This is an optimization exercise on Yosys and OpenROAD, whose aim is small area, not a production implementation.
Function was checked by simulation only, so behaviour that the tests miss may differ from the original.
Power and IR drop assume default switching activity.

## lagoon
==> flow/design.v (excerpt) <==
module umps_chardev (
    input  wire        clk,
    input  wire        rst,           
    input  wire [7:0]  clock_rate,    
    input  wire        tick,          
    input  wire        req_valid,
    input  wire        req_write,
    input  wire [7:0]  req_addr,      
    input  wire [31:0] req_wdata,
    output reg         rvalid,
    output reg  [31:0] rdata,
    input  wire [15:0] working,       
    input  wire [7:0]  rx_valid,      
    input  wire [63:0] rx_data,
    output wire [7:0]  rx_ready,
    output reg  [7:0]  prn_valid,     
    output wire [63:0] prn_data,
    output reg  [7:0]  tx_valid,      
    output wire [63:0] tx_data,
    output wire [4:0]  ip             
);
    wire       do_write = req_valid & req_write;
    wire       do_read  = req_valid & ~req_write;
    wire       hit_prn  = req_addr[7:5] == 3'b011;    
    wire       hit_term = req_addr[7:5] == 3'b100;    
    wire [2:0] dev      = req_addr[4:2];
  ...
Size: roughly 1600 flip-flops, ~330 I/O pins, roughly 71000 um^2 of cells after synthesis.
clock: 10.0 ns
lec_check: 0
cap_margin: 20
core_margin: 2
core_utilization: 55
cts_buf_list: sky130_fd_sc_hd__clkbuf_8
cts_cluster_diameter: 60
cts_cluster_size: 14
place_density: 0.75
slew_margin: 20
standard.sh (not shown) runs the stock make flow with config.mk's settings and CLKGATE_MAP_FILE= SYNTH_SCRIPT=/design/flow/synth_recipe.tcl, a recipe that flattens the netlist after the stock synthesis.
==> flow/flow/run.sh <==
#!/bin/bash
set -euo pipefail
bash standard.sh finish "BUFFER_PORTS_ARGS=-buffer_cell sky130_fd_sc_hd__buf_1" > flow_make.log 2>&1
[inputs] onyx vs lagoon
diff --git a/flow/config.mk b/flow/config.mk
--- a/flow/config.mk
+++ b/flow/config.mk
@@ -10 +10 @@
-export CORE_UTILIZATION = 55
+export CORE_UTILIZATION = 40
@@ -14 +13,0 @@
-export PLACE_DENSITY = 0.75
--- outcome ---
The required time at the worst-slack endpoint number comes out lower for lagoon vs onyx.
On sequential share of layout area, the higher figure sits with lagoon, not onyx.
The global-route met3 utilization number comes out lower for onyx vs lagoon.
[compare] base=lagoon new=onyx: met2 track demand over resource in global routing -11 points; core utilization -16 points; share of the clock period used by the worst path after layout -0.54 points; share of final layout cell area taken by non-clock buffers ~0 delta.
Est. power | onyx vs lagoon | onyx higher
In the reports for lagoon and onyx, the larger total CTS buffers belongs to onyx.
--- input diff onyx..willow ---
diff --git a/flow/config.mk b/flow/config.mk
--- a/flow/config.mk
+++ b/flow/config.mk
@@ -10 +10 @@
-export CORE_UTILIZATION = 40
+export CORE_UTILIZATION = 55
@@ -12,2 +12,3 @@
-export CTS_CLUSTER_DIAMETER = 60
-export CTS_CLUSTER_SIZE = 14
+export CTS_CLUSTER_DIAMETER = 70
+export CTS_CLUSTER_SIZE = 15
+export PLACE_DENSITY = 0.75
--- outcome ---
All of onyx and willow finish clean.
On design internal power, onyx loses to willow.
Relative to onyx, the met2 layer usage reported by global route of willow is higher by 11 points.
[compare] base=onyx new=willow: global-route wire length before repair decreased about 3.6%; max-slew violation count essentially unchanged; die footprint decreased about 27%; power decreased 3.6%.
Global routing usage on met1: willow > onyx
willow vs. onyx: area of combinational cells with multiple inputs lower; fraction of power spent switching nets lost 0.38 points; core occupancy in the finished layout went up by 16 points; top achievable clock speed closely matched the old numbers.
Relative to willow, the following input files were edited for ember:
==> flow/flow/run.sh <==
#!/bin/bash
set -euo pipefail
bash standard.sh finish \
  "BUFFER_PORTS_ARGS=-buffer_cell sky130_fd_sc_hd__buf_1" \
  "RECOVER_POWER=100" > flow_make.log 2>&1
diff --git a/flow/config.mk b/flow/config.mk
--- a/flow/config.mk
+++ b/flow/config.mk
@@ -10 +10 @@
-export CORE_UTILIZATION = 55
+export CORE_UTILIZATION = 40
@@ -12,3 +12,2 @@
-export CTS_CLUSTER_DIAMETER = 70
-export CTS_CLUSTER_SIZE = 15
-export PLACE_DENSITY = 0.75
+export CTS_CLUSTER_DIAMETER = 60
+export CTS_CLUSTER_SIZE = 14
==> run summary <==
Of ember and willow, it is ember that has the higher routed length on met1. Between willow and ember, the count of clock-buffer cells in the layout is lower for willow. Comparing the two runs side by side, ember comes out behind willow on overall die area. Setup slack in ember is smaller than in willow. ember finished all stages; however, its layout fails the closing checks, the failures being max-capacitance violations, max-slew violations.

[afterwards: timing with drivers on the ports]
How much do the figures lean on ideal ports? The routed layouts below were timed once more, with nothing changed but the port constraints.
Step 1, drivers: a clkbuf_16 drives clk and a buf_2 each remaining input, both assumed.
Step 2 also shifts input and output timing later by t, the mid clock arrival at the registers, as if the neighbouring blocks saw the same clock.
Three values: ideal ports, drivers, drivers and shift; two values: the first two.
run | t (ns) | slack for setup (ns) | worst setup path after step 2
lagoon | 1.041 | 2.659 / 2.722 / 1.681 | input to register
onyx | 1.067 | 2.713 / 2.778 / 1.711 | input to register
willow | 1.024 | 2.695 / 2.759 / 1.735 | input to register
ember | 1.058 | 0.944 / 0.968 / -0.089 | input to register
For ember, which loses most, drivers alone change the setup slack by +0.024 ns; drivers and shift together by -1.033 ns.
